What follows belongs to an exercise in optimizing a design on an open flow for small area, a short achievable clock period and few clock cycles per item; a production flow would make more cautious choices. Function was checked by simulation only, so behaviour that the tests miss may differ from the original. Power and IR drop assume default switching activity.

== run A ==
## wib_expander
module wib_expander (
    input  wire        clk,
    input  wire        rst,         
    input  wire        in_valid,
    output wire        in_ready,
    input  wire [63:0] in_data,
    output wire        out_valid,
    input  wire        out_ready,
    output wire [63:0] out_data,
    output wire        out_last     
);
Size: ~270 cells after synthesis, ~140 I/O pins, roughly 2600 µm² of cells after synthesis.
Settings: LEC_CHECK=0, ABC_CLOCK_PERIOD_IN_PS=2000, CAP_MARGIN=20, CORE_MARGIN=2, CORE_UTILIZATION=40, SETUP_SLACK_MARGIN=1.7, SLEW_MARGIN=20; clock period 4.0 ns.
standard.sh (not shown) runs the stock make flow with config.mk's settings and CLKGATE_MAP_FILE= SYNTH_SCRIPT=/design/flow/synth_recipe.tcl, a recipe that flattens the netlist after the stock synthesis.
==> flow/flow/run.sh <==
#!/bin/bash
# Standard layout, with the port buffers that buffer_ports inserts made of
# sky130_fd_sc_hd__buf_1 instead of the cell it picks by default, and the
# constant outputs left on the one tie cell that synthesis gives them.
set -euo pipefail
export BUFFER_PORTS_ARGS="-buffer_cell sky130_fd_sc_hd__buf_1"
export SKIP_REPAIR_TIE_FANOUT=1
bash standard.sh > standard.log 2>&1
Testbench counts of run A, summed over its fixed seeds: cycles 19,456, frames 512.
Here is what was changed in the inputs of run B compared with run A.
- a deleted ABC_CLOCK_PERIOD_IN_PS that had been 2000
- a change of SETUP_SLACK_MARGIN from 1.7 to 1.63
==> comparison <==
Diff run A -> run B: core utilization -1.2 points; portion of total power attributed to combinational logic shows a reduction of 0.3 points; final design instance area without fill now sits lower.
Between run B and run A, the part of the cycle the worst path needs is higher for run B.
Parity-gate share of the synthesized area counting xor and xnor cells delta (run B -> run A): insignificant
Going from run A to run B, the share of the final layout cell area in multi-input gates was found to have gone up by 0.89 points.
The post-CTS clock slew at the launch and capture registers of the worst setup and hold paths on run A is in line with that on run B.
For total detailed-routing wirelength, dividing the value from run B by the value from run A gives 0.901.
Changes in run C relative to run B:
- SETUP_SLACK_MARGIN now 1.7, was 1.63
==> flow/flow/run.sh <==
#!/bin/bash
# Standard layout, with the port buffers that buffer_ports inserts made of
# sky130_fd_sc_hd__buf_1 instead of the cell it picks by default, the
# constant outputs left on the one tie cell that synthesis gives them, and
# clock-tree sinks clustered into larger groups.
set -euo pipefail
export BUFFER_PORTS_ARGS="-buffer_cell sky130_fd_sc_hd__buf_1"
export SKIP_REPAIR_TIE_FANOUT=1
export CTS_ARGS="-sink_clustering_enable -sink_clustering_size 60 -sink_clustering_max_diameter 400 -repair_clock_nets -buf_list sky130_fd_sc_hd__clkbuf_16"
bash standard.sh > standard.log 2>&1
==> comparison <==
The final layouts of run C and run B pass the timing, design-rule and antenna checks. Summary of run C over run B: worst hold slack went down by 0.0038 ns; signed area change from the synthesized netlist to the final layout went up by 4.2 points; actual transition at the worst max-transition pin went up by 0.022 ns; portion of netlist area occupied by mux cells was more or less identical. Diff run B -> run C: worst slew margin relative to its limit has decreased; instance count on the critical path now sits higher; routed length on met3 saw an increase. Violation count after the first detailed-route iteration of run C exceeds that of run B by a few percent. Run B has lower final net count than run C.
The inputs of run D differ from those of run C as listed below.
- setting GPL_TIMING_DRIVEN to 0 for the first time
==> flow/flow/run.sh <==
#!/bin/bash
# Standard layout, with the port buffers that buffer_ports inserts made of
# sky130_fd_sc_hd__buf_1 instead of the cell it picks by default, and the
# constant outputs left on the one tie cell that synthesis gives them.
set -euo pipefail
export BUFFER_PORTS_ARGS="-buffer_cell sky130_fd_sc_hd__buf_1"
export SKIP_REPAIR_TIE_FANOUT=1
bash standard.sh > standard.log 2>&1
- Run C ended up with flip-flops and latches as its cell class ranked first by area; run D ended up with multi-input combinational cells.
- Re combinational fraction of design power: run C and run D aren't equal, and the higher value belongs to run D.
- Utilization run C -> run D: up
- Run D ended up with a higher number of clock buffers in the layout than run C did.
- Summary of run D over run C: reported net switching power went down about 3.6%; routed via count divided by cell count went down about 0.4%; final routed wire length divided by cell count went up about 5%; worst setup slack went down 0.034 ns; number of buffers and inverters on the critical path went up 1.

* * *

Another version of the RTL of wib_expander (not shown whole).
For scale: roughly 360 cells after synthesis, roughly 110 flip-flops, roughly 140 I/O pins.
export LEC_CHECK = 0
export CAP_MARGIN = 20
export CORE_MARGIN = 2
export CORE_UTILIZATION = 40
export SETUP_SLACK_MARGIN = 1.7
export SLEW_MARGIN = 20
create_clock -name core_clock -period 4.0 [get_ports {clk}]
==> flow/flow/run.sh <==
#!/bin/bash
# Standard layout, with the port buffers that buffer_ports inserts made of
# sky130_fd_sc_hd__buf_1 instead of the cell it picks by default, and the
# constant outputs left on the one tie cell that synthesis gives them.
set -euo pipefail
export BUFFER_PORTS_ARGS="-buffer_cell sky130_fd_sc_hd__buf_1"
export SKIP_REPAIR_TIE_FANOUT=1
bash standard.sh > standard.log 2>&1
The baseline passed the timing, design-rule and antenna checks.
Testbench counts at the start, summed over its fixed seeds: cycles 19,464, frames 512.
Then changed:
==> flow/flow/run.sh (replaced) <==
#!/bin/bash
# Standard layout, with the port buffers that buffer_ports inserts made of
# sky130_fd_sc_hd__buf_1 instead of the cell it picks by default.
set -euo pipefail
export BUFFER_PORTS_ARGS="-buffer_cell sky130_fd_sc_hd__buf_1"
bash standard.sh > standard.log 2>&1
SETUP_SLACK_MARGIN = 1.9   (was 1.7)
Result: Sequential cell count is unchanged. Cell area went up by 8.2%. Via count went up by 3.3%. Setup slack is worse by 19 ps. Global-route usage went up by 1.0 points. Sequential power stays flat. Die area is unchanged. Routed wire length went up by about 7%. Clock skew hardly moves. Utilization went up by 4.3 points.
Then changed:
--- a/flow/flow/run.sh
+++ b/flow/flow/run.sh
@@ -3 +3,2 @@
-# sky130_fd_sc_hd__buf_1 instead of the cell it picks by default.
+# sky130_fd_sc_hd__buf_1 instead of the cell it picks by default, and the
+# constant outputs left on the one tie cell that synthesis gives them.
@@ -5,0 +7 @@
+export SKIP_REPAIR_TIE_FANOUT=1
CTS_BUF_LIST = sky130_fd_sc_hd__clkbuf_8   (was not set)
SETUP_SLACK_MARGIN = 1.7   (was 1.9)
Outcome: Hold slack barely changes. Power drops by 13%. Setup slack gains 10 ps. Non-clock buffer count goes down by 4. Register-to-register slack gets better by 220 ps. Clock skew barely changes. Critical path depth does not change. Synthesized cell count does not change. Die area does not change. Wire length drops by 7.0%.
Then changed:
CTS_BUF_LIST = not set   (was sky130_fd_sc_hd__clkbuf_8)
SETUP_SLACK_MARGIN = 1.5   (was 1.7)
What happened:
- The changed run produced a clean layout
- via count falls by 3.4%
- count of clock-buffer cells in the layout rose by 2
- fmax is lower by 8.0%
- global-route usage came out lower by 2.5 points
- hold slack loses 5.4 ps
- register-to-register slack gets worse by 230 ps
- power came out higher by 16%
- die area is unchanged
- sequential share of layout area barely changes

* * *

build 17:
RTL: one of the versions met above, not the one the previous note started from.
Size: roughly 270 cells after synthesis, ~140 I/O pins, roughly 2600 um^2 of cells after synthesis.
## wib_expander
module wib_expander (
    input  wire        clk,
    input  wire        rst,         
    input  wire        in_valid,
    output wire        in_ready,
    input  wire [63:0] in_data,
    output wire        out_valid,
    input  wire        out_ready,
    output wire [63:0] out_data,
    output wire        out_last     
);
export LEC_CHECK = 0
export CAP_MARGIN = 20
export CORE_MARGIN = 2
export CORE_UTILIZATION = 40
export PLACE_DENSITY = 0.8
export SETUP_SLACK_MARGIN = 1.7
export SLEW_MARGIN = 20
create_clock -name core_clock -period 4.0 [get_ports {clk}]
==> flow/flow/run.sh <==
#!/bin/bash
# Standard layout, with the port buffers that buffer_ports inserts made of
# sky130_fd_sc_hd__buf_1 instead of the cell it picks by default, and the
# constant outputs left on the one tie cell that synthesis gives them.
set -euo pipefail
export BUFFER_PORTS_ARGS="-buffer_cell sky130_fd_sc_hd__buf_1"
export SKIP_REPAIR_TIE_FANOUT=1
bash standard.sh > standard.log 2>&1
Testbench counts of build 17, summed over its fixed seeds: cycles 19,456, frames 512.
Relative to build 17, the following input files were edited for build 1:
# build 17
export LEC_CHECK = 0
export CAP_MARGIN = 20
export CORE_MARGIN = 2
export CORE_UTILIZATION = 40
export PLACE_DENSITY = 0.8
export SETUP_SLACK_MARGIN = 1.7
export SLEW_MARGIN = 20
create_clock -name core_clock -period 4.0 [get_ports {clk}]
# build 1
export LEC_CHECK = 0
export CAP_MARGIN = 20
export CORE_MARGIN = 2
export CORE_UTILIZATION = 40
export SETUP_SLACK_MARGIN = 1.55
export SLEW_MARGIN = 20
create_clock -name core_clock -period 4.0 [get_ports {clk}]
## What came out
- Register-to-register slack: higher on build 17
- | global routing usage on met3 | build 1 vs build 17 | 1.4 points higher |
- Looking at relative contribution of sequential cells to total power across build 17 and build 1, the one that comes out higher is build 1.
- Met1 layer usage reported by global route: lower on build 17
- In the tables for build 17 and build 1, maximum cell stage delay along the critical path reads lower with build 17.
- Changes observed in build 1 relative to build 17: via count now sits lower, number of ordinary inverters in the final layout now sits at about the same level, share of the core filled with cells in the final layout now sits lower.
The following lists how build 18 was set up differently from build 1:
# build 1
export LEC_CHECK = 0
export CAP_MARGIN = 20
export CORE_MARGIN = 2
export CORE_UTILIZATION = 40
export SETUP_SLACK_MARGIN = 1.55
export SLEW_MARGIN = 20
create_clock -name core_clock -period 4.0 [get_ports {clk}]
# build 18
export LEC_CHECK = 0
export CAP_MARGIN = 20
export CORE_MARGIN = 2
export CORE_UTILIZATION = 40
export SETUP_SLACK_MARGIN = 1.7
export SLEW_MARGIN = 20
create_clock -name core_clock -period 4.0 [get_ports {clk}]
Results
Build 18 reached the final stage; the timing, design-rule and antenna checks on its layout passed.
Re clock-buffer cell count: no difference whatsoever between build 18 and build 1.
Delta (build 18 minus build 1): part of the power in registers shrank by 0.7 points; instance count on the critical path increased by 1 relative to the old numbers.
Reported for build 1 and build 18, worst slack at placement turned out identical to the last digit.
Number of global-route vias before repair: build 1 vs build 18 identical
[compare] base=build 1 new=build 18: total buffers and inverters traversed by the critical path climbed 1; cell area after layout up about 5%; cell count shows an increase of about 1.9%; switching share of total power +0.47 points.
In the metrics for build 1 and build 18, the one carrying the lower setup slack is build 1.
Higher actual transition at the worst max-transition pin goes to build 18 over build 1.
For build 14, these inputs were changed with respect to build 18:
==> flow/flow/run.sh <==
#!/bin/bash
# Standard layout, with the port buffers that buffer_ports inserts made of
# sky130_fd_sc_hd__buf_1 instead of the cell it picks by default.
set -euo pipefail
export BUFFER_PORTS_ARGS="-buffer_cell sky130_fd_sc_hd__buf_1"
bash standard.sh > standard.log 2>&1
==> comparison <==
- Build 14: all stages complete, timing, DRC and antenna checks passed
- Row worst endpoint data arrival time: build 14 higher / build 18 lower
- As far as final count of negative-setup-slack endpoints goes, build 14 and build 18 are indistinguishable; the numbers are identical.
- Status: count of hold-fix buffers inserted at cts parity (build 14, build 18)
- Diff build 18 and build 14: worst hold slack lower in build 18
- Largest contributor to cell area by class: sequential cells -> build 18, multi-input combinational cells -> build 14
- Build 14 vs build 18, worst vdd rail ir drop went down by about 7%.
- Net load switching power: build 14 vs build 18 down 1.5%
For build 47, these inputs were changed with respect to build 14:
# build 14
export LEC_CHECK = 0
export CAP_MARGIN = 20
export CORE_MARGIN = 2
export CORE_UTILIZATION = 40
export SETUP_SLACK_MARGIN = 1.7
export SLEW_MARGIN = 20
create_clock -name core_clock -period 4.0 [get_ports {clk}]
# build 47
export LEC_CHECK = 0
export CAP_MARGIN = 20
export CORE_MARGIN = 2
export CORE_UTILIZATION = 40
export SETUP_SLACK_MARGIN = 1.55
export SLEW_MARGIN = 20
create_clock -name core_clock -period 4.0 [get_ports {clk}]
==> run summary <==
Summary of build 47 over build 14: detailed-route wire length on metal 1 saw a decrease; final-layout worst hold slack closely matched the old numbers; setup slack now sits lower.

==> port drivers added, routing unchanged <==
The results above use ideal ports. As a check the final layouts listed here were re-extracted and re-timed, cells and wires unchanged. Step 1 assumes that a clkbuf_16 drives the clock port and a buf_2 every other input. Step 2, shift: input delay + t, output delay - t, t = (earliest + latest rising clock arrival at the registers) / 2. This alone moves slack from input paths to output paths. a / b / c = no drivers / after step 1 / after step 2; a / b = the first two.
run | shift t [ns] | slack for setup (ns) | worst slew at a driven data input, ns
run A | 0.319 | 1.838 / 1.809 / 1.812 | 0.05
run B | 0.317 | 1.739 / 1.711 / 1.770 | 0.05
run C | 0.308 | 1.776 / 1.746 / 1.803 | 0.05
run D | 0.322 | 1.742 / 1.711 / 1.784 | 0.06
the first run of note 2 | 0.436 | 1.815 / 1.784 / 1.568 | 0.05
the second run of note 2 | 0.440 | 1.795 / 1.759 / 1.529 | 0.06
the third run of note 2 | 0.443 | 1.805 / 1.773 / 1.721 | 0.05
the fourth run of note 2 | 0.435 | 1.615 / 1.577 / 1.495 | 0.05
build 17 | 0.316 | 1.796 / 1.769 / 1.770 | 0.04
build 1 | 0.315 | 1.709 / 1.681 / 1.771 | 0.05
build 18 | 0.319 | 1.838 / 1.809 / 1.812 | 0.05
build 14 | 0.320 | 1.805 / 1.777 / 1.805 | 0.04
build 47 | 0.317 | 1.699 / 1.671 / 1.756 | 0.04
After both steps every run listed still meets setup and hold. The setup slack of the second run of note 2, which loses most, moves by -0.036 ns with the drivers and by -0.266 ns with both steps.
